Background: an optimization exercise with open tools, aiming at small area, a short achievable clock period and few clock cycles per item. Do not read the settings as production practice. RTL that was checked went through simulation tests only; none was proved equivalent to the original. The RTL of runs 1 to 5 and 8 was laid out without a check of its function. Power figures rest on the tool's default switching activity, not on a simulated workload.

File: flow/design.v
`default_nettype none
module hmvf_tx (
    input  wire        clk,
    input  wire        rst,
    input  wire        cmd_valid,
    output wire        cmd_ready,
    input  wire [3:0]  cmd_op,
    input  wire [63:0] cmd_value,
    output wire        out_valid,
    input  wire        out_ready,
    output wire [7:0]  out_data,
    output wire        out_last
);
    localparam OP_VI   = 4'd0;
    localparam OP_BOOL = 4'd3;
    reg        rdy;         
    reg        a_valid;
    reg        a_last;      
    reg        a_var;       
    reg        a_vi;        
    reg [7:0]  a_sel;       
    reg [63:0] a;
    reg        o_valid, o_last;
    reg [7:0]  o_data;
    reg        s_valid, s_last;
    reg [7:0]  s_data;
    wire push = a_valid && !s_valid;
    wire ld   = !a_valid || (a_last && !s_valid);
    reg [7:0] a_byte;
    integer k;
    always @(*) begin
        a_byte = {8{a_sel[0]}} & {a_var ? !a_last : a[7], a[6:0]};
        for (k = 1; k < 8; k = k + 1)
            a_byte = a_byte | ({8{a_sel[k]}} & a[8*k +: 8]);
    end
    wire [63:0] a_shr    = {7'd0, a[63:39], a_vi ? 7'd0 : a[38:32], a[31:7]};
    wire        shr_last = (a[31:14] == 18'd0) && (a_vi || a[63:32] == 32'd0);
    wire in_vi    = (cmd_op == OP_VI);
    wire in_var   = (cmd_op[3:1] == 3'd0);
    wire in_bool  = (cmd_op == OP_BOOL);
    wire in_b16   = (cmd_op[3:1] == 3'd2);
    wire in_b32   = (cmd_op[3:1] == 3'd3);
    wire in_b64   = cmd_op[3];
    wire in_vlast = (cmd_value[31:7] == 25'd0) && (in_vi || cmd_value[63:32] == 32'd0);
    wire in_last  = in_var ? in_vlast : !(in_b16 || in_b32 || in_b64);
    wire s_valid_n = !out_ready && (s_valid || (a_valid && o_valid));
    wire a_last_n  = ld ? in_last : (!push ? a_last : a_var ? shr_last : a_sel[1]);
    wire a_valid_n = ld ? cmd_valid : a_valid;
    wire rdy_n     = !a_valid_n || (a_last_n && !s_valid_n);
    wire o_free = !o_valid || out_ready;
    always @(posedge clk) begin
        if (rst) begin
            rdy     <= 1'b1;
            a_valid <= 1'b0;
            o_valid <= 1'b0;
            s_valid <= 1'b0;
        end else begin
            rdy     <= rdy_n;
            a_valid <= a_valid_n;
            s_valid <= s_valid_n;
            if (s_valid || push)
                o_valid <= 1'b1;
            else if (out_ready)
                o_valid <= 1'b0;
        end
        if (s_valid) begin
            if (out_ready) begin
                o_data <= s_data;
                o_last <= s_last;
            end
        end else if (push) begin
            if (o_free) begin
                o_data <= a_byte;
                o_last <= a_last;
            end else begin
                s_data <= a_byte;
                s_last <= a_last;
            end
        end
        a_last <= a_last_n;
        if (ld) begin
            a_var <= in_var;
            a_vi  <= in_vi;
            a_sel <= {in_b64, 3'd0, in_b32, 1'b0, in_b16, !(in_b16 || in_b32 || in_b64)};
            a     <= {cmd_value[63:8], cmd_value[7:1] & {7{!in_bool}}, cmd_value[0]};
        end else if (push) begin
            if (a_var)
                a <= a_shr;
            else
                a_sel <= {1'b0, a_sel[7:1]};
        end
    end
    assign cmd_ready = rdy;
    assign out_valid = o_valid;
    assign out_data  = o_data;
    assign out_last  = o_last;
endmodule
`default_nettype wire
`default_nettype none
module hmvf_rx (
    input  wire        clk,
    input  wire        rst,
    input  wire        cmd_valid,
    output wire        cmd_ready,
    input  wire [3:0]  cmd_op,
    input  wire        in_valid,
    output wire        in_ready,
    input  wire [7:0]  in_data,
    output wire        done,
    output wire [63:0] value,
    output wire        ovf,
    output wire [3:0]  cblen,
    output wire [79:0] cb
);
    localparam OP_VI   = 4'd0;
    localparam OP_VL   = 4'd1;
    localparam OP_BOOL = 4'd3;
    localparam OP_I16  = 4'd4;
    localparam OP_I32  = 4'd6;
    reg        cur_v, pend_v;
    reg        rdy;         
    reg [3:0]  cur_op, pend_op;
    reg        c_vi, c_var;   
    reg [9:0]  pos;         
    reg        lastb;       
    reg        done_r;
    reg        ovf_r;
    reg [3:0]  cblen_r;
    reg [63:0] v;
    reg [37:0] ch;          
    reg [9:0]  cont;        
    integer kk;
    wire acc   = cmd_valid && !pend_v;
    wire take  = cur_v && in_valid;
    wire c_vl   = (cur_op == OP_VL);
    wire c_bool = (cur_op == OP_BOOL);
    wire c_sext = (cur_op == OP_I16) || (cur_op == OP_I32);
    wire c_b16  = (cur_op[3:1] == 3'd2);
    wire c_b32  = (cur_op[3:1] == 3'd3);
    wire c_b64  = cur_op[3];
    wire fin    = take && (lastb || (c_var && !in_data[7]));
    wire pend_n = cur_v && !fin && (pend_v || acc);
    wire [3:0] nx_op  = pend_v ? pend_op : cmd_op;
    wire       nx_one = (nx_op[3:1] == 3'd1);       
    wire lastb_sh = (c_vi && pos[3]) || (c_vl && pos[8]) || (c_b16 && pos[0]) ||
                    (c_b32 && pos[2]) || (c_b64 && pos[6]);
    assign cmd_ready = rdy;
    assign in_ready  = cur_v;
    wire [7:0] be_in = c_bool ? {7'd0, in_data[0]} : in_data;
    wire       fill  = c_sext && in_data[7];
    always @(posedge clk) begin
        if (rst) begin
            cur_v  <= 1'b0;
            pend_v <= 1'b0;
            rdy    <= 1'b1;
            pos    <= 10'd1;
            done_r <= 1'b0;
        end else begin
            done_r <= fin;
            if (!cur_v || fin)
                cur_v <= pend_v || acc;
            pend_v <= pend_n;
            rdy    <= !pend_n;
            if (take)
                pos <= fin ? 10'd1 : {pos[8:0], 1'b0};
        end
        if (!cur_v || fin) begin
            cur_op <= nx_op;
            c_vi   <= (nx_op == OP_VI);
            c_var  <= (nx_op[3:1] == 3'd0);
            lastb  <= nx_one;
        end else if (take)
            lastb  <= lastb_sh;
        if (acc)
            pend_op <= cmd_op;
        cblen_r <= {pos[7] | pos[8] | pos[9],
                    pos[3] | pos[4] | pos[5] | pos[6],
                    pos[1] | pos[2] | pos[5] | pos[6] | pos[9],
                    pos[0] | pos[2] | pos[4] | pos[6] | pos[8]};
        ovf_r   <= c_var && in_data[7];
        for (kk = 0; kk < 10; kk = kk + 1)
            cont[kk] <= (pos >> (kk + 1)) != 10'd0 || (pos[kk] && in_data[7]);
    end
    genvar i;
    generate
        for (i = 0; i < 64; i = i + 1) begin : g_v
            localparam integer G = (i < 63) ? i / 7 : 9;     
            wire first_d = c_var ? ((i < 7) ? in_data[i] : 1'b0)
                                 : ((i < 8) ? be_in[i] : fill);
            wire var_d   = (c_vi && i >= 32) ? in_data[3] : in_data[i % 7];
            wire be_d    = (i < 8) ? in_data[i] : v[(i < 8) ? 0 : i - 8];
            wire wr      = pos[0] || !c_var || pos[G] || (c_vi && i >= 32 && pos[4]);
            always @(posedge clk)
                if (take && wr)
                    v[i] <= pos[0] ? first_d : (c_var ? var_d : be_d);
        end
    endgenerate
    always @(posedge clk) begin
        if (take && (pos[0] || pos[4]))
            ch[2:0] <= pos[0] ? 3'd0 : in_data[6:4];
    end
    genvar k;
    generate
        for (k = 5; k < 10; k = k + 1) begin : g_ch
            always @(posedge clk)
                if (take && (pos[0] || pos[k]))
                    ch[7*k-32 +: 7] <= pos[0] ? 7'd0 : in_data[6:0];
        end
    endgenerate
    assign done  = done_r;
    assign ovf   = ovf_r;
    assign cblen = cblen_r;
    assign value = v;
    genvar g;
    generate
        for (g = 0; g < 4; g = g + 1) begin : g_cb
            assign cb[8*g +: 8] = {cont[g], v[7*g +: 7]};
        end
        for (g = 5; g < 10; g = g + 1) begin : g_cbh
            assign cb[8*g +: 8] = {cont[g], ch[7*g-32 +: 7]};
        end
    endgenerate
    assign cb[39:32] = {cont[4], ch[2:0], v[31:28]};
endmodule
`default_nettype wire
`default_nettype none
module hmvf_codec (
    input  wire        clk,
    input  wire        rst,
    input  wire        tx_cmd_valid,
    output wire        tx_cmd_ready,
    input  wire [3:0]  tx_cmd_op,
    input  wire [63:0] tx_cmd_value,
    output wire        tx_out_valid,
    input  wire        tx_out_ready,
    output wire [7:0]  tx_out_data,
    output wire        tx_out_last,
    input  wire        rx_cmd_valid,
    output wire        rx_cmd_ready,
    input  wire [3:0]  rx_cmd_op,
    input  wire        rx_in_valid,
    output wire        rx_in_ready,
    input  wire [7:0]  rx_in_data,
    output wire        rx_done,
    output wire [63:0] rx_value,
    output wire        rx_ovf,
    output wire [3:0]  rx_cblen,
    output wire [79:0] rx_cb
);
    hmvf_tx u_tx (
        .clk       (clk),
        .rst       (rst),
        .cmd_valid (tx_cmd_valid),
        .cmd_ready (tx_cmd_ready),
        .cmd_op    (tx_cmd_op),
        .cmd_value (tx_cmd_value),
        .out_valid (tx_out_valid),
        .out_ready (tx_out_ready),
        .out_data  (tx_out_data),
        .out_last  (tx_out_last)
    );
    hmvf_rx u_rx (
        .clk       (clk),
        .rst       (rst),
        .cmd_valid (rx_cmd_valid),
        .cmd_ready (rx_cmd_ready),
        .cmd_op    (rx_cmd_op),
        .in_valid  (rx_in_valid),
        .in_ready  (rx_in_ready),
        .in_data   (rx_in_data),
        .done      (rx_done),
        .value     (rx_value),
        .ovf       (rx_ovf),
        .cblen     (rx_cblen),
        .cb        (rx_cb)
    );
endmodule
`default_nettype wire
File: flow/flow/run.sh
#!/bin/bash
# Standard ORFS layout, with the I/O port buffers made from the smallest
# buffer cell (timing repair upsizes the ones on critical paths).
set -euo pipefail
export BUFFER_PORTS_ARGS="-buffer_cell sky130_fd_sc_hd__buf_1"
bash standard.sh > standard.log 2>&1
File: flow/standard.sh
#!/bin/bash
# synth_recipe.tcl (not shown) runs the flow's synth.tcl, then flattens the netlist and writes it again
# the make line also repeats each setting of config.mk as NAME=value (left out here)
make -C /OpenROAD-flow-scripts/flow DESIGN_CONFIG=/design/flow/config.mk WORK_HOME=/design/flow/orfs CLKGATE_MAP_FILE= SYNTH_SCRIPT=/design/flow/synth_recipe.tcl "${@:-finish}"
File: flow/config.mk
export PLATFORM = sky130hd
export DESIGN_NAME = hmvf_codec
export DESIGN_NICKNAME = hmvf_codec
export VERILOG_FILES = /design/flow/design.v
export SDC_FILE = /design/flow/constraint.sdc
export NUM_CORES = 4
export LEC_CHECK = 0
export CAP_MARGIN = 20
export CORE_MARGIN = 2
export CORE_UTILIZATION = 55
export SETUP_SLACK_MARGIN = 2.0
export SLEW_MARGIN = 20
export TNS_END_PERCENT = 5
File: flow/constraint.sdc
create_clock -name core_clock -period 4.0 [get_ports {clk}]
set_input_delay 0.8000 -clock core_clock [delete_from_list [all_inputs] [get_ports {clk}]]
set_output_delay 0.8000 -clock core_clock [all_outputs]
set_load 0.01 [all_outputs]
==> qor.yml, run 1 <==
placement:
  dp_hpwl_um: 20230
  dp.cells: 1321
  place.gp.congestion: 0.8983
  place_area_um2: 11250
  numPortBuffers: 248
  dp_slack_ns: 1.592
timing:
  rsz0062_at_grt: "yes"
  finalCriticalPeriod_ns: 2.064
  setup_viol: 0
  tightestPinTransition_ns: 0.8335
  slew_headroom_pct: 44.43
  finalCritPeriodShare_pct: 51.60
  report.final.slew_viol_count: 0
  fin_setup_tns_ns: 0
  finClkSkew_ns: 0.01845
  setup_ws_ns: 1.936
  whs_ns: 0.4886
  hold_viol_final: 0
  max_clock_freq_mhz: 484.5
worst_setup_path:
  cp_slowest_stage_delay_ns: 0.46
  rr_startpoint: "u_rx.c_var"
  r2r_slack_ns: 1.94
  crit_top_cell: "nand2_1"
  reg2reg_to: "u_rx.v[45]"
  worst_setup_path_end_kind: "register"
  crit_required_ns: 4.17
  critPathArrivalTime_ns: 2.24
  crit_buf_inv: 1
  path_delay_family: "compound AO/OA/AOI/OAI gates"
  critPathKind: "register to register"
  rr_worst_depth: 4
  worstSetupStartpointType: "register"
  cp_max_fo: 29
  cpMaxStageDelayCell: "o21ai_0"
  crit_chain: "buf_4, nand2_1, o21ai_0, nand2_1"
power_and_ir_drop:
  powerDensity_nw_per_um2: 499.3
  p_leak_nw: 4.393
  switchingPower_mw: 1.524
  swShare_pct: 25.29
  power_frac_seq_pct: 51.9
  clockPowerShare_pct: 37.8
  pwr-share-comb_pct: 10.4
  power.internal_mw: 4.503
  ir_drop_mv: 0.3378
  total_power_mw: 6.028
floorplan:
  core_um2: 19400
  start_util_pct: 55.85
  rows: 51
  die_area_um2: 20840
  die_width_um: 144.4
  ios: 249
  die_h_um: 144.4
finish:
  fin_area_um2: 12070
  syn2layout_area_growth_pct: 11.42
  nets: 1170
  drive_above_1_share_pct: 6.261
  fill_cells: 1585
  finish.utilization_pct: 62.23
  diodes: 0
  instances_no_fill: 1367
route:
  routedWlPerCell_um: 20.44
  via_per_inst: 5.658
  first_pass_iters: 5
  drtAntennaViolNets: 0
  first_iter_violations: 604
  wirelength_um: 27940
  via_count: 7734
  drcViolationCount: 0
logic_synthesis:
  yosysMostFrequentCell: "edfxtp_1"
  synth-edff-count: 201
  yosys.area.top_type: "edfxtp_1"
  syn-num-nets: 1031
  synth_seq_cells: 239
  avgSynthCellArea_um2: 11.46
  syn_inst: 945
  ys_top_cells_by_area: "edfxtp_1 (56%), dfxtp_1 (7.0%), buf_4 (6.6%)"
  ys_seq_area_share_pct: 62.73
  yosys.area.top_type_share_pct: 55.71
  async_flop_share_pct: 0
  syn_area_um2: 10830
  synth_top_flop_cell: "edfxtp_1"
  synth_commonest_cells: "edfxtp_1 (201), nand2_1 (178), buf_4 (95)"
  synth_cell_types: 48
  synth_warnings: 2
run_status:
  status: "complete, no violations"
cts:
  path_clk_slew_ns: 0.06
  htreeDepth: 1
  clockBufferDepth: 3
  cts_tree: "built"
  clockRootBuffer: "clkbuf_16"
  cts.sinks: 239
  clk_latency_ns: 0.52
  cts_buffers: 25
hold_path:
  worst_hold_startpoint: "rx_cmd_op[0]"
  worstHoldPathType: "input pin to register"
  worstHoldPathCells: 1
  holdPathEnd: "u_rx.pend_op[0]"
global_routing:
  grt_max_degree: 70
  grt_pass1_vias: 7096
  overflow: 0
  grt_pass1_wl_um: 41300
  track_usage_pct: 26.17
  antenna_found_initial: 0
job:
  drv_cap: 0
==> flip-flops by register name, summed over array words and instances, names as in the netlist, 4 cells and up <==
signal,count
u_rx.ch,38
u_tx.a_sel,8
u_rx.pos,10
u_tx.o_data,8
u_rx.cur_op,4
u_tx.s_data,8
u_tx.a,64
u_rx.cont,10
u_rx.pend_op,4
u_rx.v,64
u_rx.cblen_r,4
==> worst register-to-register path, cell delays in order, from the launching register on <==
cell	delay, ns
edfxtp_1	0.37
buf_4	0.42
nand2_1	0.12
o21ai_0	0.46
nand2_1	0.36
==> power groups by stage <==
stage	Sequential (mW)	Combinational [mW]	Clock, mW
after floorplan	3.10	0.463	0
after global placement	3.18	0.618	0
after detailed placement	3.18	0.623	0
after CTS	3.12	0.626	2.31
after global routing	3.14	0.699	2.41
final	3.13	0.624	2.28
==> area by class of cell <==
cell class	count	area, µm²	share of cell area (%)
clock inverter	15	152.6	1.265
timing repair buffer	256	991.0	8.209
clock buffer	30	644.4	5.338
inverter	5	25.02	0.2073
sequential	239	6800	56.33
multi-input combinational	557	3127	25.90
tap	265	331.6	2.747
==> cells by family (layout without fill, tap and decap cells) <==
kind of cell	count (synthesis)	count (layout)	share of synthesized area, %
compound gates	179	180	10.13
buf+inv	150	306	8.719
flops	239	239	62.73
mux	38	38	3.649
simple gates	339	339	14.77
==> repair_timing <==
item                       4_1_cts  5_1_grt
setup buffers                    0        0
cloned                           0        1
pin swaps                        0        1
setup endpoints to repair      178      139
hold buffers                     0        0
resized for setup                5        0
==> per-layer routing <==
layer	track usage, %	wire (µm)	up-vias
met5	0	0	-
met1	34.64	11290	3741
met3	2.980	1677	49
met2	45.72	14250	329
met4	7.716	718	0
li1	-	-	3615
==> cells in the final DEF, fill, tap and decap left out, types with 8 or more instances in the layout <==
master     instances
mux2_2            12
buf_4              8
nand3b_1           8
nand4_1           14
mux2i_1           26
nand2b_1           9
nor3_1             8
nand2_1          178
clkbuf_16         25
dfxtp_1           37
o21ai_0           60
and2_1            12
nor2_1            45
buf_1            248
nor4_1            25
edfxtp_1         201
a21oi_1           51
nor2b_1           18
a22oi_1           40
==> how the worst max path moves through the flow <==
stage	startpoint	to	slack, ns	cells past startpoint
global route	u_rx.c_var	u_rx.v[58]	1.81	4
global placement	tx_cmd_value[39]	u_tx.rdy	1.55	6
CTS	u_tx.a_var	u_tx.a[37]	1.84	3
finish	u_rx.c_var	u_rx.v[45]	1.94	4
detailed placement	rx_in_valid	u_rx.ch[9]	1.59	3
floorplan	u_tx.s_valid	u_tx.a[0]	1.95	3
==> run 2: changes to the inputs <==
--- a/flow/config.mk
+++ b/flow/config.mk
@@ -7,7 +7,7 @@
 export LEC_CHECK = 0
 export CAP_MARGIN = 20
 export CORE_MARGIN = 2
-export CORE_UTILIZATION = 55
+export CORE_UTILIZATION = 70
 export SETUP_SLACK_MARGIN = 2.0
 export SLEW_MARGIN = 20
 export TNS_END_PERCENT = 5
==> qor.yml, run 2 <==
run_status:
  status: "complete, no violations"
finish:
  seqCellArea_um2: 6802
  syn2layout_area_growth_pct: 10.86
  final_common_cell: "buf_1"
  drive_above_1_share_pct: 7.195
  diodes: 0
  finish.utilization_pct: 79.30
  top_regs: "u_rx.v: 64 flops, u_tx.a: 64 flops, u_rx.ch: 38 flops"
  fill_cells: 983
  nets: 1166
  multi_input_area_um2: 3143
  instances_no_fill: 1286
  final_cell_mix: "buf_1 (248), edfxtp_1 (201), nand2_1 (175), o21ai_0 (59), a21oi_1 (47)"
logic_synthesis:
  yosys.area.top_type_share_pct: 55.71
  ys_seq_area_share_pct: 62.73
  syn_inst: 945
  synth_cell_types: 48
  yosys.area.top_type: "edfxtp_1"
  syn_area_um2: 10830
  ys_top_cells_by_area: "edfxtp_1 (56%), dfxtp_1 (7.0%), buf_4 (6.6%)"
  synth_top_flop_cell: "edfxtp_1"
  synth_warnings: 2
  synth_commonest_cells: "edfxtp_1 (201), nand2_1 (178), buf_4 (95)"
  yosysMostFrequentCell: "edfxtp_1"
  synth_seq_cells: 239
  syn-num-nets: 1031
  avgSynthCellArea_um2: 11.46
  synth-edff-count: 201
  async_flop_share_pct: 0
timing:
  hold_viol_final: 0
  finalCriticalPeriod_ns: 2.017
  fin_setup_tns_ns: 0
  max_clock_freq_mhz: 495.8
  whs_ns: 0.4913
  slew_headroom_pct: 46.03
  tightestPinTransition_ns: 0.8095
  finalCritPeriodShare_pct: 50.42
  rsz0062_at_grt: "yes"
  finClkSkew_ns: 0.01240
  report.final.slew_viol_count: 0
  setup_viol: 0
cts:
  postCtsHoldBufs: 0
  cts.sinks: 239
  path_clk_slew_ns: 0.06
  htreeDepth: 1
  post_cts_buffers: 0
  cts_buffers: 24
  clockBufferDepth: 3
  cts_tree: "built"
  clk_latency_ns: 0.51
  clockRootBuffer: "clkbuf_16"
route:
  wirelength_um: 26230
  first_iter_violations: 804
  via_count: 7953
  routedWlPerCell_um: 20.39
  drtAntennaViolNets: 0
  via_per_inst: 6.184
  drcViolationCount: 0
  first_pass_iters: 5
floorplan:
  die_area_um2: 16490
  core_um2: 15150
  die_h_um: 128.4
  rows: 45
  ios: 249
  start_util_pct: 71.53
  die_width_um: 128.4
power_and_ir_drop:
  total_power_mw: 6.055
  ir_drop_mv: 0.5040
  p_leak_nw: 4.397
  powerDensity_nw_per_um2: 504.1
worst_setup_path:
  crit_path_start: "u_tx.s_valid"
  worstSetupStartpointType: "register"
  cp_slowest_stage_delay_ns: 0.61
  path_delay_family: "flip-flops"
  crit_required_ns: 4.26
  critPathArrivalTime_ns: 2.28
  worst_setup_path_end_kind: "register"
  rr_startpoint: "u_tx.s_valid"
  cpMaxStageDelayCell: "dfxtp_2"
  cp_max_fo: 63
  crit_buf_inv: 1
  crit_chain: "nand2b_1, and2_2, buf_6, a31oi_4, a22o_1"
  critPathKind: "register to register"
global_routing:
  grt_max_degree: 70
  overflow: 0
  grt_pass1_wl_um: 39690
  grt_pass1_vias: 7280
  antenna_found_initial: 0
  track_usage_pct: 31.57
placement:
  place.gp.congestion: 0.8745
  dp_hpwl_um: 18220
  dp.cells: 1242
  numPortBuffers: 248
job:
  drv_cap: 0
hold_path:
  worstHoldPathType: "input pin to register"
  worst_hold_startpoint: "rx_cmd_op[0]"
run 2: cell counts after synthesis:
No cell type changed its count.
run 2: timing repair:
action,4_1_cts,5_1_grt
gates cloned,0,0
gates resized for setup,7,9
setup endpoints to repair,159,135
run 2: worst paths after layout:
kind	depth (start not counted)	endpoint	slack [ns]
max reg2reg	5	u_tx.a[7]	1.98
min reg2reg	2	u_tx.o_last	0.52
max	5	u_tx.a[7]	1.98
min	1	u_rx.pend_op[0]	0.49
run 2: cell type report:
cell class,count,area share (%)
well taps,188,1.959
flip-flops and latches,239,56.63
clock buffers,30,5.615
inverters,5,0.1979
clock inverters,14,1.240
repair buffers,254,8.188
multi-input cells,556,26.17
run 2: kinds of logic (layout without fill, tap and decap cells):
family          Yosys count  after routing  share of synthesized area, %
flops                   239            239                         62.73
buf+inv                 150            303                         8.719
compound gates          179            179                         10.13
mux                      38             38                         3.649
simple gates            339            339                         14.77
run 2: metal layers:
layer	part of all wire [%]	global-route usage (%)
met5	0	0
met4	3.2	12.09
met3	9.7	5.073
met2	51	54.91
met1	36	40.28
run 2: per-stage QoR:
stage | cell area, µm² | setup slack, ns
floorplan | 10870 | 1.946
global placement | 11140 | 1.502
detailed placement | 11140 | 1.467
CTS | 11980 | 1.815
global route | 12010 | 1.820
finish | 12010 | 1.983
run 2: where the power goes:
part / internal (mW) / switching (mW)
clock: 1.39 / 0.917
combinational: 0.214 / 0.412
sequential: 2.95 / 0.174
total: 4.55 / 1.50
==> run 3: changes to the inputs <==
--- a/flow/config.mk
+++ b/flow/config.mk
@@ -7,7 +7,7 @@
 export LEC_CHECK = 0
 export CAP_MARGIN = 20
 export CORE_MARGIN = 2
-export CORE_UTILIZATION = 70
-export SETUP_SLACK_MARGIN = 2.0
+export CORE_UTILIZATION = 55
+export SETUP_SLACK_MARGIN = 1.95
 export SLEW_MARGIN = 20
-export TNS_END_PERCENT = 5
+export TNS_END_PERCENT = 100
==> qor.yml, run 3 <==
power_and_ir_drop:
  switchingPower_mw: 1.536
  clockPowerShare_pct: 37.8
  ir_drop_mv: 0.3384
  p_leak_nw: 4.397
  powerDensity_nw_per_um2: 499.5
  pwr-share-comb_pct: 10.4
  swShare_pct: 25.43
  power.internal_mw: 4.505
  power_frac_seq_pct: 51.8
finish:
  diodes: 0
  syn2layout_area_growth_pct: 11.64
  seqCellArea_um2: 6800
  multi_input_area_um2: 3147
  drive_above_1_share_pct: 6.709
  final_cell_mix: "buf_1 (248), edfxtp_1 (201), nand2_1 (178), o21ai_0 (59), a21oi_1 (49)"
  fill_cells: 1587
  final_common_cell: "buf_1"
  top_regs: "u_rx.v: 64 flops, u_tx.a: 64 flops, u_rx.ch: 38 flops"
  instances_no_fill: 1368
  nets: 1171
timing:
  fin_setup_tns_ns: 0
  report.final.slew_viol_count: 0
  finalCriticalPeriod_ns: 1.961
  tightestPinTransition_ns: 0.8272
  finalCritPeriodShare_pct: 49.04
  max_clock_freq_mhz: 509.8
  setup_viol: 0
  finClkSkew_ns: 0.02006
  rsz0062_at_grt: "no"
  hold_viol_final: 0
  slew_headroom_pct: 44.85
route:
  first_pass_iters: 5
  via_count: 7786
  drcViolationCount: 0
  via_per_inst: 5.692
  first_iter_violations: 667
  drtAntennaViolNets: 0
  routedWlPerCell_um: 20.66
  wirelength_um: 28260
logic_synthesis:
  synth_commonest_cells: "edfxtp_1 (201), nand2_1 (178), buf_4 (95)"
  synth_seq_cells: 239
  avgSynthCellArea_um2: 11.46
  synth_cell_types: 48
  synth_warnings: 2
  synth_top_flop_cell: "edfxtp_1"
  async_flop_share_pct: 0
  yosysMostFrequentCell: "edfxtp_1"
  yosys.area.top_type: "edfxtp_1"
  syn-num-nets: 1031
  syn_area_um2: 10830
  ys_top_cells_by_area: "edfxtp_1 (56%), dfxtp_1 (7.0%), buf_4 (6.6%)"
  synth-edff-count: 201
  syn_inst: 945
  yosys.area.top_type_share_pct: 55.71
  ys_seq_area_share_pct: 62.73
worst_setup_path:
  r2r_slack_ns: 2.07
  path_delay_family: "flip-flops"
  cp_max_fo: 3
  cp_slowest_stage_delay_ns: 0.49
  crit_buf_inv: 1
  worstSetupStartpointType: "register"
  reg2reg_to: "u_rx.v[39]"
  critPathArrivalTime_ns: 1.16
  crit_chain: "buf_1"
  worst_setup_path_end_kind: "output pin"
  rr_worst_depth: 5
  critPathKind: "register to output pin"
  cpMaxStageDelayCell: "edfxtp_1"
  rr_startpoint: "u_rx.c_var"
  crit_required_ns: 3.20
global_routing:
  track_usage_pct: 26.30
  overflow: 0
  grt_pass1_vias: 7112
  grt_pass1_wl_um: 41480
  grt_max_degree: 70
  antenna_found_initial: 0
floorplan:
  ios: 249
  rows: 51
  start_util_pct: 55.85
  die_width_um: 144.4
  core_um2: 19400
  die_h_um: 144.4
  die_area_um2: 20840
hold_path:
  worstHoldPathCells: 1
  worst_hold_startpoint: "rx_cmd_op[0]"
  holdPathEnd: "u_rx.pend_op[0]"
  worstHoldPathType: "input pin to register"
job:
  drv_cap: 0
cts:
  htreeDepth: 1
  clockBufferDepth: 3
  cts.sinks: 239
  clk_latency_ns: 0.52
  clockRootBuffer: "clkbuf_16"
  cts_buffers: 25
  path_clk_slew_ns: 0.06
  postCtsHoldBufs: 0
  cts_tree: "built"
placement:
  dp_hpwl_um: 20230
  numPortBuffers: 248
  place.gp.congestion: 0.8983
  dp.cells: 1321
run_status:
  status: "complete, no violations"
-- run 3: cell counts after synthesis --
No cell type changed its count.
-- run 3: worst max path at each step --
stage                             to  depth (start not counted)  slack [ns]             start
after floorplan            u_tx.a[0]                          3        1.95      u_tx.s_valid
after global placement      u_tx.rdy                          6        1.55  tx_cmd_value[39]
after detailed placement  u_rx.ch[9]                          3        1.59       rx_in_valid
after CTS                 u_rx.v[45]                          4        1.95        u_rx.c_var
after global routing      u_rx.v[60]                          5        1.96        u_rx.c_var
final                      rx_cb[10]                          1        2.04         u_rx.v[9]
-- run 3: area by class of cell --
class | instances | area share, %
clock buffer | 30 | 5.327
clock inverter | 15 | 1.262
inverter | 5 | 0.2069
multi-input combinational | 558 | 26.02
sequential | 239 | 56.22
tap | 265 | 2.741
timing repair buffer | 256 | 8.224
-- run 3: metal layers --
layer / track usage (%) / vias to the layer above / part of all wire (%)
li1: - / 3618 / -
met3: 2.980 / 49 / 6.2
met5: 0 / - / 0
met2: 45.72 / 346 / 51
met1: 34.82 / 3773 / 40
met4: 8.227 / 0 / 2.9
-- run 3: power by group through the flow --
stage	Combinational (mW)	Sequential [mW]	Clock, mW
4_1_cts	0.628	3.12	2.31
2_1_floorplan	0.463	3.10	0
3_3_place_gp	0.618	3.18	0
3_5_place_dp	0.623	3.18	0
6_report	0.631	3.13	2.28
5_1_grt	0.704	3.14	2.41
-- run 3: worst register-to-register path, delay by kind of cell, from the launching register on --
family          cells  cell delay (ns)
buf+inv             2             0.62
flops               1             0.37
compound gates      3             0.77
-- run 3: stage by stage --
step                cell area, µm²  worst slack (ns)  total power, mW  hold slack (ns)  utilization (%)
floorplan                    10870             1.946            3.562           0.4769                -
global placement             11250             1.554            3.794           0.5103            58.00
detailed placement           11250             1.592            3.799           0.5103            58.00
CTS                          12070             1.950            6.063           0.4756            62.22
global route                 12100             1.959            6.260           0.4679            62.35
finish                       12100             2.039            6.041           0.4871            62.35
-- run 3: what timing repair did --
| item | CTS | global route |
|---|---|---|
| endpoints found under the setup margin | 162 | 95 |
| gates resized for setup | 4 | 7 |
| gates cloned | 1 | 1 |
| pin swaps | 1 | 1 |
| setup buffers | 0 | 0 |
-- run 3: kinds of logic (layout without fill, tap and decap cells) --
kind of cell           count (synthesis)  count (layout)  synth area share [%]
AND/OR/NAND/NOR                      339             340                 14.77
buffers and inverters                150             306                 8.719
flip-flops                           239             239                 62.73
AO/OA/AOI/OAI                        179             180                 10.13
multiplexers                          38              38                 3.649
==> run 4: changes to the inputs <==
--- a/flow/design.v
+++ b/flow/design.v
@@ -123,6 +123,8 @@
     reg        c_vi, c_var;   
     reg [9:0]  pos;         
     reg        lastb;       
+    reg        wall;        
+    reg        vi4;         
     reg        done_r;
     reg        ovf_r;
     reg [3:0]  cblen_r;
@@ -144,6 +146,10 @@
     wire       nx_one = (nx_op[3:1] == 3'd1);       
     wire lastb_sh = (c_vi && pos[3]) || (c_vl && pos[8]) || (c_b16 && pos[0]) ||
                     (c_b32 && pos[2]) || (c_b64 && pos[6]);
+    wire       newc    = !cur_v || fin;
+    wire [9:0] pos_n   = !take ? pos : fin ? 10'd1 : {pos[8:0], 1'b0};
+    wire       c_var_n = newc ? (nx_op[3:1] == 3'd0) : c_var;
+    wire       c_vi_n  = newc ? (nx_op == OP_VI) : c_vi;
     assign cmd_ready = rdy;
     assign in_ready  = cur_v;
     wire [7:0] be_in = c_bool ? {7'd0, in_data[0]} : in_data;
@@ -154,6 +160,8 @@
             pend_v <= 1'b0;
             rdy    <= 1'b1;
             pos    <= 10'd1;
+            wall   <= 1'b1;
+            vi4    <= 1'b0;
             done_r <= 1'b0;
         end else begin
             done_r <= fin;
@@ -161,13 +169,14 @@
                 cur_v <= pend_v || acc;
             pend_v <= pend_n;
             rdy    <= !pend_n;
-            if (take)
-                pos <= fin ? 10'd1 : {pos[8:0], 1'b0};
-        end
+            pos    <= pos_n;
+            wall   <= pos_n[0] || !c_var_n;
+            vi4    <= c_vi_n && pos_n[4];
+        end
+        c_vi  <= c_vi_n;
+        c_var <= c_var_n;
         if (!cur_v || fin) begin
             cur_op <= nx_op;
-            c_vi   <= (nx_op == OP_VI);
-            c_var  <= (nx_op[3:1] == 3'd0);
             lastb  <= nx_one;
         end else if (take)
             lastb  <= lastb_sh;
@@ -189,21 +198,21 @@
                                  : ((i < 8) ? be_in[i] : fill);
             wire var_d   = (c_vi && i >= 32) ? in_data[3] : in_data[i % 7];
             wire be_d    = (i < 8) ? in_data[i] : v[(i < 8) ? 0 : i - 8];
-            wire wr      = pos[0] || !c_var || pos[G] || (c_vi && i >= 32 && pos[4]);
+            wire wr      = wall || pos[G] || (i >= 32 && vi4);
             always @(posedge clk)
                 if (take && wr)
                     v[i] <= pos[0] ? first_d : (c_var ? var_d : be_d);
         end
     endgenerate
     always @(posedge clk) begin
-        if (take && (pos[0] || pos[4]))
+        if (take && (wall || pos[4]))
             ch[2:0] <= pos[0] ? 3'd0 : in_data[6:4];
     end
     genvar k;
     generate
         for (k = 5; k < 10; k = k + 1) begin : g_ch
             always @(posedge clk)
-                if (take && (pos[0] || pos[k]))
+                if (take && (wall || pos[k]))
                     ch[7*k-32 +: 7] <= pos[0] ? 7'd0 : in_data[6:0];
         end
     endgenerate
--- a/flow/config.mk
+++ b/flow/config.mk
@@ -8,6 +8,6 @@
 export CAP_MARGIN = 20
 export CORE_MARGIN = 2
 export CORE_UTILIZATION = 55
-export SETUP_SLACK_MARGIN = 1.95
+export SETUP_SLACK_MARGIN = 2.0
 export SLEW_MARGIN = 20
-export TNS_END_PERCENT = 100
+export TNS_END_PERCENT = 5
==> qor.yml, run 4 <==
run_status:
  status: "complete, no violations"
worst_setup_path:
  cp_slowest_stage_delay_ns: 0.45
  reg2reg_to: "u_rx.v[55]"
  path_delay_family: "flip-flops"
  rr_startpoint: "u_rx.c_var"
  worst_setup_path_end_kind: "output pin"
  rr_worst_depth: 5
  r2r_slack_ns: 2.03
  crit_chain: "buf_1"
  worstSetupStartpointType: "register"
  cp_max_fo: 7
  critPathArrivalTime_ns: 1.19
  crit_buf_inv: 1
  crit_required_ns: 3.20
  critPathKind: "register to output pin"
  cpMaxStageDelayCell: "dfxtp_1"
placement:
  place.gp.congestion: 0.8736
  place_area_um2: 11330
  dp_slack_ns: 1.349
  numPortBuffers: 248
  dp_hpwl_um: 19580
hold_path:
  worstHoldPathCells: 1
  worst_hold_startpoint: "rx_cmd_op[1]"
  worstHoldPathType: "input pin to register"
  holdPathEnd: "u_rx.pend_op[1]"
global_routing:
  use_met3_pct: 3.333
  antenna_found_initial: 0
  grt_pass1_wl_um: 42380
  overflow: 0
  grt_busiest_layer: "met2"
  grt_use_met1_pct: 32.65
  track_usage_pct: 25.68
  grt_use_met2_pct: 45.86
  grt_pass1_vias: 7471
  grt_max_degree: 71
logic_synthesis:
  synth_seq_cells: 241
  yosys.area.top_type: "edfxtp_1"
  yosys.area.top_type_share_pct: 54.68
  syn_inst: 957
  ys_seq_area_share_pct: 62.38
  avgSynthCellArea_um2: 11.42
  yosysMostFrequentCell: "edfxtp_1"
  synth_commonest_cells: "edfxtp_1 (199), nand2_1 (162), buf_4 (93)"
  synth_cell_types: 50
  synth-edff-count: 199
  synth_top_flop_cell: "edfxtp_1"
  synth_warnings: 2
  syn-num-nets: 1043
  syn_area_um2: 10930
  ys_top_cells_by_area: "edfxtp_1 (55%), dfxtp_1 (7.7%), buf_4 (6.4%)"
  async_flop_share_pct: 0
timing:
  finalCritPeriodShare_pct: 49.63
  rsz0062_at_grt: "yes"
  tightestPinTransition_ns: 0.7871
  slew_headroom_pct: 47.53
  fin_setup_tns_ns: 0
  max_clock_freq_mhz: 503.7
  report.final.slew_viol_count: 0
  finClkSkew_ns: 0.01470
  hold_viol_final: 0
  setup_viol: 0
  setup_ws_ns: 2.015
  finalCriticalPeriod_ns: 1.985
finish:
  finish.utilization_pct: 62.85
  fill_cells: 1674
  syn2layout_area_growth_pct: 11.93
  fin_area_um2: 12230
  drive_above_1_share_pct: 7.354
  top_regs: "u_rx.v: 64 flops, u_tx.a: 64 flops, u_rx.ch: 38 flops"
  final_cell_mix: "buf_1 (248), edfxtp_1 (199), nand2_1 (162), o21ai_0 (59), nor2_1 (55)"
  nets: 1182
  final_common_cell: "buf_1"
  diodes: 0
route:
  drcViolationCount: 0
  drtAntennaViolNets: 0
  wirelength_um: 27690
  routedWlPerCell_um: 20.07
  first_iter_violations: 666
  via_count: 7760
  first_pass_iters: 6
  via_per_inst: 5.623
floorplan:
  ios: 249
  start_util_pct: 56.15
  core_um2: 19460
  die_h_um: 145.0
  die_width_um: 145.0
  die_area_um2: 21010
  rows: 51
cts:
  path_clk_slew_ns: 0.06
  clockRootBuffer: "clkbuf_16"
  cts_buffers: 25
  post_cts_buffers: 0
  cts_tree: "built"
  htreeDepth: 1
  cts.sinks: 241
  clockBufferDepth: 3
  clk_latency_ns: 0.54
power_and_ir_drop:
  powerDensity_nw_per_um2: 497.4
  p_leak_nw: 4.419
  ir_drop_mv: 0.3848
  total_power_mw: 6.084
job:
  drv_cap: 0
==> run 4: cell types whose count changed in the layout (fill, tap and decap cells not counted), sizes merged, moves of 3 or more <==
| cell | previous run | this run |
|---|---|---|
| nand2 | 178 | 162 |
| nor2 | 45 | 56 |
| nor3 | 9 | 18 |
| clkbuf | 30 | 35 |
| inv | 5 | 10 |
| dfxtp | 38 | 42 |
| clkinv | 12 | 9 |
==> run 4: area by class of cell <==
cell class	instances	area [µm²]	share of cell area [%]
Sequential cell	241	6822	55.77
Clock inverter	11	90.09	0.7365
Clock buffer	35	745.7	6.097
Timing Repair Buffer	255	991.0	8.101
Tap cell	265	331.6	2.711
Inverter	9	41.29	0.3376
Multi-Input combinational cell	564	3211	26.25
==> run 4: where the power goes <==
group	leakage [nW]	switching (mW)	internal [mW]
Sequential	2.31	0.174	2.96
Combinational	1.69	0.399	0.211
Clock	0.416	0.967	1.37
==> run 4: worst max path at each step <==
stage	from	endpoint	depth (start not counted)
floorplan	u_tx.s_valid	u_tx.a[0]	3
global placement	u_tx.s_valid	u_tx.rdy	6
detailed placement	u_tx.s_valid	u_tx.rdy	6
CTS	u_tx.s_valid	u_tx.rdy	5
global route	u_rx.cur_v	u_rx.ch[1]	3
finish	u_rx.cur_v	rx_in_ready	1
==> run 4: timing repair <==
action,4_1_cts,5_1_grt
hold endpoints to repair,0,0
hold buffers,0,0
gates resized for setup,5,7
gates cloned,1,1
pin swaps,1,0
endpoints found under the setup margin,131,111
==> run 4: logic make-up (layout without fill, tap and decap cells) <==
kind of cell	Yosys count	after routing	synth area share, %
and+or+nand+nor	343	344	14.90
DFF	241	241	62.38
AOI/OAI and AO/OA	181	182	10.29
buffers and inverters	154	310	8.828
muxes	38	38	3.607
==> run 4: routing by layer <==
| metal | part of all wire (%) | routed length, µm |
|---|---|---|
| met5 | 0 | 0 |
| met4 | 2.9 | 792 |
| met3 | 6.5 | 1799 |
| met2 | 52 | 14340 |
| met1 | 39 | 10760 |
==> run 4: metrics by stage <==
| step | cells | hold WS, ns |
|---|---|---|
| floorplan | 957 | 0.4769 |
| CTS | 1379 | 0.4497 |
| detailed placement | 1332 | 0.5367 |
| global placement | 1332 | 0.5303 |
| global route | 1380 | 0.4589 |
| finish | 1380 | 0.4663 |
==> run 5: changes to the inputs <==
--- a/flow/config.mk
+++ b/flow/config.mk
@@ -8,6 +8,6 @@
 export CAP_MARGIN = 20
 export CORE_MARGIN = 2
 export CORE_UTILIZATION = 55
-export SETUP_SLACK_MARGIN = 2.0
+export SETUP_SLACK_MARGIN = 2.05
 export SLEW_MARGIN = 20
-export TNS_END_PERCENT = 5
+export TNS_END_PERCENT = 100
==> qor.yml, run 5 <==
logic_synthesis:
  syn_area_um2: 10930
  avgSynthCellArea_um2: 11.42
  synthMuxAreaShare_pct: 3.607
  ys_top_cells_by_area: "edfxtp_1 (55%), dfxtp_1 (7.7%), buf_4 (6.4%)"
  synth_cell_types: 50
  synth_commonest_cells: "edfxtp_1 (199), nand2_1 (162), buf_4 (93)"
  synthXorXnorAreaFrac_pct: 0
  async_flop_share_pct: 0
  synth_compound_area_share_pct: 10.29
  yosys.area.top_type: "edfxtp_1"
  synth_adder_area_share_pct: 0
  syn-num-nets: 1043
  ys_seq_area_share_pct: 62.38
  synth_seq_cells: 241
  synth_warnings: 2
  synthSimpleGateAreaFrac_pct: 14.90
  synth-edff-count: 199
  yosys.area.top_type_share_pct: 54.68
  synth_top_flop_cell: "edfxtp_1"
  synth_top_family_by_area: "simple AND/OR/NAND/NOR gates"
  yosysMostFrequentCell: "edfxtp_1"
  syn_inst: 957
cts:
  clk_latency_ns: 0.53
  path_clk_slew_ns: 0.06
  cts_buffers: 26
  clockRootBuffer: "clkbuf_16"
  htreeDepth: 1
  cts_tree: "built"
  clockBufferDepth: 3
  cts.sinks: 241
route:
  drtAntennaViolNets: 0
  drcViolationCount: 0
  first_pass_iters: 6
  first_iter_violations: 535
  routedWlPerCell_um: 19.68
  wirelength_um: 27280
  via_count: 7804
  via_per_inst: 5.631
timing:
  slew_headroom_pct: 44.67
  report.final.slew_viol_count: 0
  hold_viol_final: 0
  finalCriticalPeriod_ns: 1.971
  setup_ws_ns: 2.029
  finalCritPeriodShare_pct: 49.26
  setup_viol: 0
  finClkSkew_ns: 0.01763
  rsz0062_at_grt: "yes"
  max_clock_freq_mhz: 507.5
  fin_setup_tns_ns: 0
  tightestPinTransition_ns: 0.8300
worst_setup_path:
  cp_max_fo: 3
  crit_required_ns: 3.20
  cpMaxStageDelayCell: "edfxtp_1"
  critPathKind: "register to output pin"
  cp_slowest_stage_delay_ns: 0.47
  path_delay_family: "flip-flops"
  worst_setup_path_end_kind: "output pin"
  crit_buf_inv: 1
  crit_chain: "clkbuf_2"
  critPathArrivalTime_ns: 1.17
  worstSetupStartpointType: "register"
global_routing:
  overflow: 0
  grt_max_degree: 71
  grt_pass1_wl_um: 42010
  grt_pass1_vias: 7475
  antenna_found_initial: 0
  track_usage_pct: 25.39
floorplan:
  ios: 249
  start_util_pct: 56.15
  rows: 51
  die_width_um: 145.0
  die_area_um2: 21010
  die_h_um: 145.0
  core_um2: 19460
power_and_ir_drop:
  ir_drop_mv: 0.3226
  total_power_mw: 6.167
  powerDensity_nw_per_um2: 498.9
  p_leak_nw: 4.529
job:
  drv_cap: 0
finish:
  fill_cells: 1625
  syn2layout_area_growth_pct: 13.10
  final_common_cell: "buf_1"
  drive_above_1_share_pct: 11.15
  top_regs: "u_rx.v: 64 flops, u_tx.a: 64 flops, u_rx.ch: 38 flops"
  final_cell_mix: "buf_1 (225), edfxtp_1 (199), nand2_1 (162), o21ai_0 (59), a21oi_1 (52)"
  diodes: 0
  nets: 1187
hold_path:
  worstHoldPathType: "input pin to register"
placement:
  numPortBuffers: 248
  place.gp.congestion: 0.8578
  dp_slack_ns: 1.601
  dp_hpwl_um: 19460
run_status:
  status: "complete, no violations"
## run 5: where the power goes
part | switching (mW) | total, mW | leakage, nW | internal, mW
Clock | 0.952 | 2.41 | 0.437 | 1.46
Sequential | 0.176 | 3.14 | 2.31 | 2.97
Combinational | 0.398 | 0.614 | 1.78 | 0.216
Total | 1.53 | 6.17 | 4.53 | 4.64
## run 5: metrics by stage
stage          util, %  area [µm²]  cells  hold WS [ns]
2_1_floorplan        -       11000    957        0.4769
3_3_place_gp     58.37       11360   1331        0.5062
3_5_place_dp     58.37       11360   1331        0.5180
4_1_cts          63.02       12260   1380        0.4394
5_1_grt          63.50       12360   1386        0.4486
6_report         63.50       12360   1386        0.4614
## run 5: cells by family (layout without fill, tap and decap cells)
group           after synthesis  in the layout
flops                       241            241
simple gates                343            343
compound gates              181            181
buf+inv                     154            318
mux                          38             38
## run 5: repair_timing
item	CTS	global route
resized for setup	5	29
setup buffers	1	6
gates cloned	0	0
endpoints found under the hold margin	0	0
endpoints found under the setup margin	109	110
hold buffers	0	0
## run 5: final timing paths
kind	start	to	slack [ns]	cells after the start
worst min register to register	u_rx.cur_v	u_rx.pos[5]	0.52	2
worst max-delay path	u_rx.v[7]	rx_value[7]	2.03	1
worst max register to register	u_tx.a[21]	u_tx.rdy	2.06	5
worst min-delay path	rx_cmd_op[1]	u_rx.pend_op[1]	0.46	1
## run 5: area by class of cell
type	count	area [µm²]	area share [%]
Clock buffer	39	769.5	6.226
Clock inverter	9	110.1	0.8909
Inverter	9	38.79	0.3138
Multi-Input combinational cell	562	3214	26.01
Sequential cell	241	6823	55.20
Tap cell	265	331.6	2.683
Timing Repair Buffer	261	1072	8.676
## run 5: per-layer routing
| metal | GRT usage (%) | vias to the layer above | part of all wire (%) |
|---|---|---|---|
| met1 | 31.70 | 3750 | 39 |
| li1 | - | 3660 | - |
| met2 | 44.79 | 334 | 51 |
| met4 | 9.703 | 0 | 3.8 |
| met5 | 0 | - | 0 |
| met3 | 3.711 | 60 | 5.9 |
==> run 6: changes to the inputs <==
--- a/flow/design.v
+++ b/flow/design.v
@@ -44,8 +44,8 @@
     wire in_vlast = (cmd_value[31:7] == 25'd0) && (in_vi || cmd_value[63:32] == 32'd0);
     wire in_last  = in_var ? in_vlast : !(in_b16 || in_b32 || in_b64);
     wire s_valid_n = !out_ready && (s_valid || (a_valid && o_valid));
-    wire a_last_n  = ld ? in_last : (!push ? a_last : a_var ? shr_last : a_sel[1]);
-    wire a_valid_n = ld ? cmd_valid : a_valid;
+    wire a_last_n  = rdy ? in_last : (s_valid ? a_last : a_var ? shr_last : a_sel[1]);
+    wire a_valid_n = rdy ? cmd_valid : 1'b1;
     wire rdy_n     = !a_valid_n || (a_last_n && !s_valid_n);
     wire o_free = !o_valid || out_ready;
     always @(posedge clk) begin
--- a/flow/config.mk
+++ b/flow/config.mk
@@ -8,6 +8,6 @@
 export CAP_MARGIN = 20
 export CORE_MARGIN = 2
 export CORE_UTILIZATION = 55
-export SETUP_SLACK_MARGIN = 2.05
+export SETUP_SLACK_MARGIN = 1.95
 export SLEW_MARGIN = 20
 export TNS_END_PERCENT = 100
==> qor.yml, run 6 <==
finish:
  seqCellArea_um2: 6820
  syn2layout_area_growth_pct: 11.86
  fill_cells: 1629
  fin_area_um2: 12170
  top_regs: "u_rx.v: 64 flops, u_tx.a: 64 flops, u_rx.ch: 38 flops"
  drive_above_1_share_pct: 7.162
  multi_input_area_um2: 3114
  final_cell_mix: "buf_1 (248), edfxtp_1 (199), nand2_1 (160), o21ai_0 (72)"
  diodes: 0
  nets: 1183
  final_common_cell: "buf_1"
floorplan:
  rows: 51
  die_area_um2: 20920
  ios: 249
  start_util_pct: 55.89
  core_um2: 19460
  die_h_um: 144.6
  die_width_um: 144.6
worst_setup_path:
  worstSetupStartpointType: "register"
  critPathArrivalTime_ns: 1.17
  rr_startpoint: "u_tx.a_sel[1]"
  cp_slowest_stage_delay_ns: 0.48
  cpMaxStageDelayCell: "edfxtp_1"
  path_depth: 1
  crit_path_start: "u_rx.v[7]"
  crit_chain: "buf_1"
  worst_setup_path_end_kind: "output pin"
  crit_buf_inv: 1
  cp_max_fo: 3
  crit_required_ns: 3.20
  path_delay_family: "flip-flops"
  critPathKind: "register to output pin"
  rr_worst_depth: 3
timing:
  setup_ws_ns: 2.025
  slew_headroom_pct: 41.98
  finalCritPeriodShare_pct: 49.37
  tightestPinTransition_ns: 0.8703
  report.final.slew_viol_count: 0
  finClkSkew_ns: 0.007423
  rsz0062_at_grt: "no"
  max_clock_freq_mhz: 506.4
  finalCriticalPeriod_ns: 1.975
  setup_viol: 0
  fin_setup_tns_ns: 0
  hold_viol_final: 0
global_routing:
  grt_pass1_wl_um: 40690
  overflow: 0
  grt_pass1_vias: 7217
  antenna_found_initial: 0
  grt_max_degree: 74
  track_usage_pct: 25.69
power_and_ir_drop:
  powerDensity_nw_per_um2: 505.9
  total_power_mw: 6.156
  p_leak_nw: 4.425
  power_frac_seq_pct: 51.6
  switchingPower_mw: 1.538
  clockPowerShare_pct: 38.4
  power.internal_mw: 4.618
  swShare_pct: 24.99
  pwr-share-comb_pct: 10.0
  ir_drop_mv: 0.3088
logic_synthesis:
  ys_seq_area_share_pct: 62.66
  synth_cell_types: 51
  synth_seq_cells: 241
  async_flop_share_pct: 0
  yosys.area.top_type_share_pct: 54.93
  synth_commonest_cells: "edfxtp_1 (199), nand2_1 (161), buf_4 (89)"
  syn-num-nets: 1045
  yosysMostFrequentCell: "edfxtp_1"
  yosys.area.top_type: "edfxtp_1"
  syn_area_um2: 10880
  avgSynthCellArea_um2: 11.34
  syn_inst: 959
  synth_warnings: 2
  synth_top_flop_cell: "edfxtp_1"
  ys_top_cells_by_area: "edfxtp_1 (55%), dfxtp_1 (7.7%), buf_4 (6.1%)"
  synth-edff-count: 199
route:
  routedWlPerCell_um: 19.83
  first_pass_iters: 5
  drtAntennaViolNets: 0
  wirelength_um: 27410
  via_per_inst: 5.647
  first_iter_violations: 578
  via_count: 7804
  drcViolationCount: 0
placement:
  place_area_um2: 11300
  numPortBuffers: 248
  dp_hpwl_um: 19500
  place.gp.congestion: 0.8854
  dp_slack_ns: 1.296
cts:
  post_cts_buffers: 0
  cts_buffers: 26
  clockBufferDepth: 3
  clockRootBuffer: "clkbuf_16"
  cts_tree: "built"
  path_clk_slew_ns: 0.06
  htreeDepth: 1
  clk_latency_ns: 0.52
  postCtsHoldBufs: 0
  cts.sinks: 241
hold_path:
  worst_hold_startpoint: "rx_cmd_op[1]"
  worstHoldPathType: "input pin to register"
  worstHoldPathCells: 1
run_status:
  status: "complete, no violations"
job:
  drv_cap: 0
==> run 6: cell count changes in the layout (fill, tap and decap cells not counted), moves of 5 or more <==
cell | previous run | this run
and2_1 | 11 | 17
buf_1 | 225 | 248
clkbuf_2 | 23 | 0
nand3b_1 | 8 | 3
nor2_1 | 42 | 52
nor2_2 | 14 | 2
nor2b_1 | 19 | 13
o21ai_0 | 59 | 72
==> run 6: per-stage QoR <==
| step | cells | hold WS [ns] | util (%) |
|---|---|---|---|
| global route | 1382 | 0.4795 | 62.52 |
| floorplan | 959 | 0.4871 | - |
| finish | 1382 | 0.4768 | 62.52 |
| global placement | 1334 | 0.5242 | 58.05 |
| CTS | 1382 | 0.4630 | 62.49 |
| detailed placement | 1334 | 0.5376 | 58.05 |
==> run 6: cells by family (layout without fill, tap and decap cells) <==
group                  Yosys count  after routing  share of synthesized area (%)
muxes                           37             37                          3.531
and+or+nand+nor                328            328                          14.18
AOI/OAI and AO/OA              194            194                          10.77
buffers and inverters          159            317                          8.857
DFF                            241            241                          62.66
==> run 6: cell type report <==
| class | count | share of cell area (%) |
|---|---|---|
| clock buffers | 40 | 6.478 |
| clock inverters | 8 | 0.5656 |
| inverters | 14 | 0.4524 |
| multi-input cells | 559 | 25.59 |
| flip-flops and latches | 241 | 56.05 |
| well taps | 265 | 2.725 |
| repair buffers | 255 | 8.134 |
==> run 6: path summary, 6_finish.rpt <==
| path | endpoint | slack, ns |
|---|---|---|
| worst max-delay path | rx_cb[8] | 2.03 |
| worst min-delay path | u_rx.pend_op[1] | 0.48 |
| worst max register to register | u_tx.o_data[7] | 2.09 |
| worst min register to register | u_tx.o_data[2] | 0.55 |
==> run 6: power by group through the flow <==
stage | Sequential, mW | Clock, mW | Combinational [mW]
floorplan | 3.14 | 0 | 0.458
global placement | 3.22 | 0 | 0.610
detailed placement | 3.22 | 0 | 0.615
CTS | 3.17 | 2.39 | 0.619
global route | 3.19 | 2.49 | 0.689
finish | 3.17 | 2.36 | 0.618
==> run 6: timing repair <==
action,in CTS,in global routing
gates cloned,0,0
resized for setup,3,3
setup endpoints to repair,107,9
==> run 6: routing by layer <==
layer  part of all wire (%)  vias to the layer above  GRT usage [%]
met4                    3.4                        0          8.687
li1                       -                     3645              -
met3                    6.5                       71          3.411
met5                      0                        -              0
met1                     39                     3707          31.87
met2                     51                      381          46.35
Testbench counts of run 6, summed over its fixed seeds: cycles 23,371, items 11,200.
==> run 7: changes to the inputs <==
--- a/flow/config.mk
+++ b/flow/config.mk
@@ -8,6 +8,8 @@
 export CAP_MARGIN = 20
 export CORE_MARGIN = 2
 export CORE_UTILIZATION = 55
+export CTS_CLUSTER_DIAMETER = 80
+export CTS_CLUSTER_SIZE = 24
 export SETUP_SLACK_MARGIN = 1.95
 export SLEW_MARGIN = 20
 export TNS_END_PERCENT = 100
==> qor.yml, run 7 <==
cts:
  clockRootBuffer: "clkbuf_16"
  post_cts_buffers: 0
  cts_tree: "built"
  ctsResizeCount: 8
  cts_buffers: 14
  clk_latency_ns: 0.49
  postCtsHoldBufs: 0
  htreeDepth: 1
  cts.sinks: 241
  path_clk_slew_ns: 0.09
  clockBufferDepth: 3
timing:
  fin_setup_tns_ns: 0
  rsz0062_at_grt: "no"
  hold_viol_final: 0
  report.final.slew_viol_count: 0
  max_clock_freq_mhz: 503.5
  finalCriticalPeriod_ns: 1.986
  finalCritPeriodShare_pct: 49.65
  tightestPinTransition_ns: 0.8701
  setup_viol: 0
  finClkSkew_ns: 0.01819
  slew_headroom_pct: 41.99
logic_synthesis:
  ys_seq_area_share_pct: 62.66
  async_flop_share_pct: 0
  syn_area_um2: 10880
  synth_commonest_cells: "edfxtp_1 (199), nand2_1 (161), buf_4 (89)"
  syn-num-nets: 1045
  avgSynthCellArea_um2: 11.34
  synth_cell_types: 51
  yosys.area.top_type_share_pct: 54.93
  yosys.area.top_type: "edfxtp_1"
  syn_inst: 959
  synth_seq_cells: 241
  synth-edff-count: 199
  synth_warnings: 2
  synth_top_flop_cell: "edfxtp_1"
  ys_top_cells_by_area: "edfxtp_1 (55%), dfxtp_1 (7.7%), buf_4 (6.1%)"
  yosysMostFrequentCell: "edfxtp_1"
global_routing:
  overflow: 0
  grt_pass1_vias: 7042
  track_usage_pct: 25.33
  antenna_found_initial: 0
  grt_max_degree: 74
  grt_pass1_wl_um: 40010
placement:
  place.gp.congestion: 0.8854
  dp.cells: 1334
  dp_hpwl_um: 19500
  numPortBuffers: 248
hold_path:
  worstHoldPathCells: 1
  worst_hold_startpoint: "rx_cmd_op[1]"
  worstHoldPathType: "input pin to register"
  holdPathEnd: "u_rx.pend_op[1]"
worst_setup_path:
  cp_slowest_stage_delay_ns: 0.49
  critPathArrivalTime_ns: 1.19
  worst_setup_path_end_kind: "output pin"
  r2r_slack_ns: 2.11
  cpMaxStageDelayCell: "dfxtp_1"
  rr_startpoint: "u_tx.a_sel[1]"
  crit_required_ns: 3.20
  cp_max_fo: 7
  reg2reg_to: "u_tx.o_data[7]"
  critPathKind: "register to output pin"
  path_delay_family: "flip-flops"
  crit_chain: "buf_1"
  rr_worst_depth: 3
  crit_buf_inv: 1
  worstSetupStartpointType: "register"
run_status:
  status: "complete, no violations"
route:
  via_per_inst: 5.579
  drcViolationCount: 0
  first_iter_violations: 535
  wirelength_um: 26920
  first_pass_iters: 5
  routedWlPerCell_um: 19.83
  via_count: 7576
  drtAntennaViolNets: 0
finish:
  finish.utilization_pct: 60.42
  syn2layout_area_growth_pct: 8.098
  drive_above_1_share_pct: 5.581
  diodes: 0
  seqCellArea_um2: 6819
  top_regs: "u_rx.v: 64 flops, u_tx.a: 64 flops, u_rx.ch: 38 flops"
  fill_cells: 1678
  final_common_cell: "buf_1"
  nets: 1171
  final_cell_mix: "buf_1 (248), edfxtp_1 (199), nand2_1 (160), o21ai_0 (72), a21oi_1 (52)"
  multi_input_area_um2: 3127
  instances_no_fill: 1358
floorplan:
  die_width_um: 144.6
  core_um2: 19460
  ios: 249
  start_util_pct: 55.89
  rows: 51
  die_h_um: 144.6
  die_area_um2: 20920
power_and_ir_drop:
  powerDensity_nw_per_um2: 451.7
  ir_drop_mv: 0.3237
  p_leak_nw: 4.206
  total_power_mw: 5.311
job:
  drv_cap: 0
[run 7: cell types whose count changed in the layout (fill, tap and decap cells not counted), sizes merged]
cell and delta:
bufinv -1, clkbuf -19, clkinv -4
[run 7: kinds of logic (layout without fill, tap and decap cells)]
kind of cell / Yosys count / after routing / share of synthesized area (%)
and+or+nand+nor: 328 / 328 / 14.18
AOI/OAI and AO/OA: 194 / 194 / 10.77
muxes: 37 / 37 / 3.531
DFF: 241 / 241 / 62.66
buffers and inverters: 159 / 293 / 8.857
[run 7: per-layer routing]
layer | up-vias | GRT usage, % | routed length (µm)
li1 | 3602 | - | -
met3 | 58 | 2.583 | 1685
met5 | - | 0 | 0
met2 | 349 | 45.52 | 13780
met1 | 3567 | 32.15 | 10640
met4 | 0 | 8.380 | 819
[run 7: report_power, final]
group          switching [mW]  internal [mW]  total (mW)
sequential              0.189           2.98        3.17
combinational           0.401          0.215       0.616
clock                   0.800          0.727        1.53
[run 7: final cells by class]
class | count | area share [%]
Sequential cell | 241 | 57.99
Multi-Input combinational cell | 559 | 26.59
Timing Repair Buffer | 255 | 8.417
Clock buffer | 21 | 3.469
Tap cell | 265 | 2.820
Inverter | 14 | 0.4682
Clock inverter | 3 | 0.2447
[run 7: per-stage QoR]
stage	cell area, µm²	worst slack [ns]	hold slack [ns]
floorplan	10890	1.998	0.4871
global placement	11300	1.302	0.5242
detailed placement	11300	1.296	0.5376
CTS	11760	1.981	0.4887
global route	11760	1.954	0.5105
finish	11760	2.014	0.5074
[run 7: worst max path at each step]
stage	from	end	depth (start not counted)
after floorplan	u_tx.a_var	u_tx.a[0]	2
after global placement	rx_in_valid	u_rx.ch[15]	3
after detailed placement	rx_in_valid	u_rx.ch[15]	3
after CTS	u_rx.cur_v	rx_in_ready	1
after global routing	u_rx.cur_v	u_rx.ch[35]	2
final	u_rx.cur_v	rx_in_ready	1
==> run 8: changes to the inputs <==
--- a/flow/design.v
+++ b/flow/design.v
@@ -119,6 +119,7 @@
     localparam OP_I32  = 4'd6;
     reg        cur_v, pend_v;
     reg        rdy;         
+    reg        irdy;        
     reg [3:0]  cur_op, pend_op;
     reg        c_vi, c_var;   
     reg [9:0]  pos;         
@@ -151,7 +152,7 @@
     wire       c_var_n = newc ? (nx_op[3:1] == 3'd0) : c_var;
     wire       c_vi_n  = newc ? (nx_op == OP_VI) : c_vi;
     assign cmd_ready = rdy;
-    assign in_ready  = cur_v;
+    assign in_ready  = irdy;
     wire [7:0] be_in = c_bool ? {7'd0, in_data[0]} : in_data;
     wire       fill  = c_sext && in_data[7];
     always @(posedge clk) begin
@@ -159,6 +160,7 @@
             cur_v  <= 1'b0;
             pend_v <= 1'b0;
             rdy    <= 1'b1;
+            irdy   <= 1'b0;
             pos    <= 10'd1;
             wall   <= 1'b1;
             vi4    <= 1'b0;
@@ -169,6 +171,7 @@
                 cur_v <= pend_v || acc;
             pend_v <= pend_n;
             rdy    <= !pend_n;
+            irdy   <= pend_v || acc || (cur_v && !fin);
             pos    <= pos_n;
             wall   <= pos_n[0] || !c_var_n;
             vi4    <= c_vi_n && pos_n[4];
==> qor.yml, run 8 <==
run_status:
  status: "complete, no violations"
power_and_ir_drop:
  pwr-share-comb_pct: 11.5
  power_frac_seq_pct: 59.5
  ir_drop_mv: 0.2300
  switchingPower_mw: 1.398
  power.internal_mw: 3.948
  p_leak_nw: 4.219
  total_power_mw: 5.347
  powerDensity_nw_per_um2: 453.9
  swShare_pct: 26.15
  clockPowerShare_pct: 29.0
timing:
  hold_viol_final: 0
  slew_headroom_pct: 45.32
  finClkSkew_ns: 0.01041
  whs_ns: 0.5233
  report.final.slew_viol_count: 0
  finalCriticalPeriod_ns: 1.983
  max_clock_freq_mhz: 504.4
  fin_setup_tns_ns: 0
  setup_ws_ns: 2.017
  tightestPinTransition_ns: 0.8202
  finalCritPeriodShare_pct: 49.56
  setup_viol: 0
  rsz0062_at_grt: "no"
finish:
  fill_cells: 1677
  top_regs: "u_rx.v: 64 flops, u_tx.a: 64 flops, u_rx.ch: 38 flops"
  seqCellArea_um2: 6842
  nets: 1173
  finish.utilization_pct: 60.53
  fin_area_um2: 11780
  final_common_cell: "buf_1"
  final_cell_mix: "buf_1 (248), edfxtp_1 (199), nand2_1 (160), o21ai_0 (72), a21oi_1 (53)"
  drive_above_1_share_pct: 5.023
  syn2layout_area_growth_pct: 8.081
  instances_no_fill: 1360
  multi_input_area_um2: 3119
  diodes: 0
logic_synthesis:
  syn_area_um2: 10900
  synth_seq_cells: 242
  synth-edff-count: 199
  synth_commonest_cells: "edfxtp_1 (199), nand2_1 (161), buf_4 (89)"
  synth_top_flop_cell: "edfxtp_1"
  yosys.area.top_type_share_pct: 54.83
  yosysMostFrequentCell: "edfxtp_1"
  avgSynthCellArea_um2: 11.34
  syn_inst: 961
  ys_top_cells_by_area: "edfxtp_1 (55%), dfxtp_1 (7.9%), buf_4 (6.1%)"
  async_flop_share_pct: 0
  yosys.area.top_type: "edfxtp_1"
  ys_seq_area_share_pct: 62.73
  syn-num-nets: 1047
  synth_cell_types: 50
  synth_warnings: 2
worst_setup_path:
  path_delay_family: "flip-flops"
  rr_startpoint: "u_tx.s_valid"
  worstSetupEndpoint: "tx_cmd_ready"
  worst_setup_path_end_kind: "output pin"
  worstSetupStartpointType: "register"
  path_depth: 1
  cp_max_fo: 6
  cpMaxStageDelayCell: "dfxtp_1"
  crit_required_ns: 3.20
  cp_slowest_stage_delay_ns: 0.51
  reg2reg_to: "u_tx.a[3]"
  crit_chain: "buf_1"
  critPathKind: "register to output pin"
  crit_path_start: "u_tx.rdy"
  r2r_slack_ns: 2.09
  rr_worst_depth: 5
  critPathArrivalTime_ns: 1.18
  crit_buf_inv: 1
global_routing:
  grt_busiest_layer: "met2"
  grt_pass1_wl_um: 39460
  track_usage_pct: 24.85
  grt_max_degree: 74
  grt_pass1_vias: 6991
  grt_use_met2_pct: 44.59
  use_met3_pct: 2.994
  antenna_found_initial: 0
  overflow: 0
  grt_use_met1_pct: 31.42
placement:
  numPortBuffers: 248
  place.gp.congestion: 0.8835
  dp.cells: 1336
  place_area_um2: 11320
  dp_hpwl_um: 19160
  dp_slack_ns: 1.278
floorplan:
  die_area_um2: 20960
  die_width_um: 144.8
  ios: 249
  start_util_pct: 56.00
  die_h_um: 144.8
  rows: 51
  core_um2: 19460
cts:
  clk_latency_ns: 0.48
  clockBufferDepth: 3
  cts.sinks: 242
  clockRootBuffer: "clkbuf_16"
  cts_tree: "built"
  path_clk_slew_ns: 0.09
  htreeDepth: 1
  post_cts_buffers: 0
  postCtsHoldBufs: 0
  ctsResizeCount: 4
  cts_buffers: 14
route:
  drcViolationCount: 0
  wirelength_um: 26650
  routedWlPerCell_um: 19.60
  via_per_inst: 5.618
  first_pass_iters: 5
  via_count: 7641
  first_iter_violations: 633
  drtAntennaViolNets: 0
hold_path:
  worstHoldPathType: "input pin to register"
  worstHoldPathCells: 1
job:
  drv_cap: 0
run 8: worst min-delay path by stage:
stage                     slack, ns    startpoint              end
after floorplan                0.49   u_rx.pos[1]      u_rx.pos[1]
after global placement         0.52   u_tx.s_last      u_tx.o_last
after detailed placement       0.52   u_tx.s_last      u_tx.o_last
after CTS                      0.51  rx_cmd_op[0]  u_rx.pend_op[0]
after global routing           0.53  rx_cmd_op[0]  u_rx.pend_op[0]
final                          0.52  rx_cmd_op[0]  u_rx.pend_op[0]
run 8: layer usage:
metal | up-vias | share of wire, %
met1 | 3624 | 40
met4 | 0 | 3.3
li1 | 3621 | -
met3 | 63 | 6.0
met5 | - | 0
met2 | 333 | 51
run 8: power groups by stage:
stage	clock (mW)	combinational [mW]	sequential, mW
2_1_floorplan	0	0.458	3.15
3_3_place_gp	0	0.608	3.23
3_5_place_dp	0	0.612	3.23
4_1_cts	1.57	0.617	3.18
5_1_grt	1.65	0.690	3.20
6_report	1.55	0.615	3.18
run 8: logic make-up after synthesis:
| logic type | share of synthesized area (%) |
|---|---|
| compound gates | 10.79 |
| buf+inv | 8.828 |
| flops | 62.73 |
| mux | 3.524 |
| simple gates | 14.13 |
run 8: cell type report:
cell class              instances  area share, %
clock buffers                  21          3.558
clock inverters                 3         0.1806
inverters                      14         0.4886
multi-input cells             560          26.48
flip-flops and latches        242          58.08
well taps                     265          2.815
repair buffers                255          8.402

## port drivers added, routing unchanged
The flow's constraints put no driver on any port. The routed layouts listed below were extracted and timed again, unchanged, in two steps.
Step 1 sets driving cells, clkbuf_16 on the clock port and buf_2 on the other inputs (assumed; they add their load-dependent delay and slew).
Step 2 also shifts input and output timing later by t, the mid clock arrival at the registers, as if the neighbouring blocks saw the same clock.
Slacks: no drivers / after step 1 / after step 2; pairs: no drivers / after step 1.
run	t (ns)	setup slack, ns	cell pins on the clock port's net
run 1	0.552	1.936 / 1.936 / 1.556	1
run 2	0.548	1.983 / 1.983 / 1.462	1
run 3	0.553	2.039 / 1.994 / 1.547	1
run 4	0.572	2.015 / 1.971 / 1.478	1
run 5	0.573	2.029 / 1.982 / 1.589	1
run 6	0.559	2.025 / 1.984 / 1.605	1
run 7	0.524	2.014 / 1.969 / 1.594	1
run 8	0.521	2.017 / 1.973 / 1.629	1
After both steps setup and hold are still met in every run listed. For run 4, which loses most, drivers alone change the setup slack by -0.044 ns; drivers and shift together by -0.537 ns.
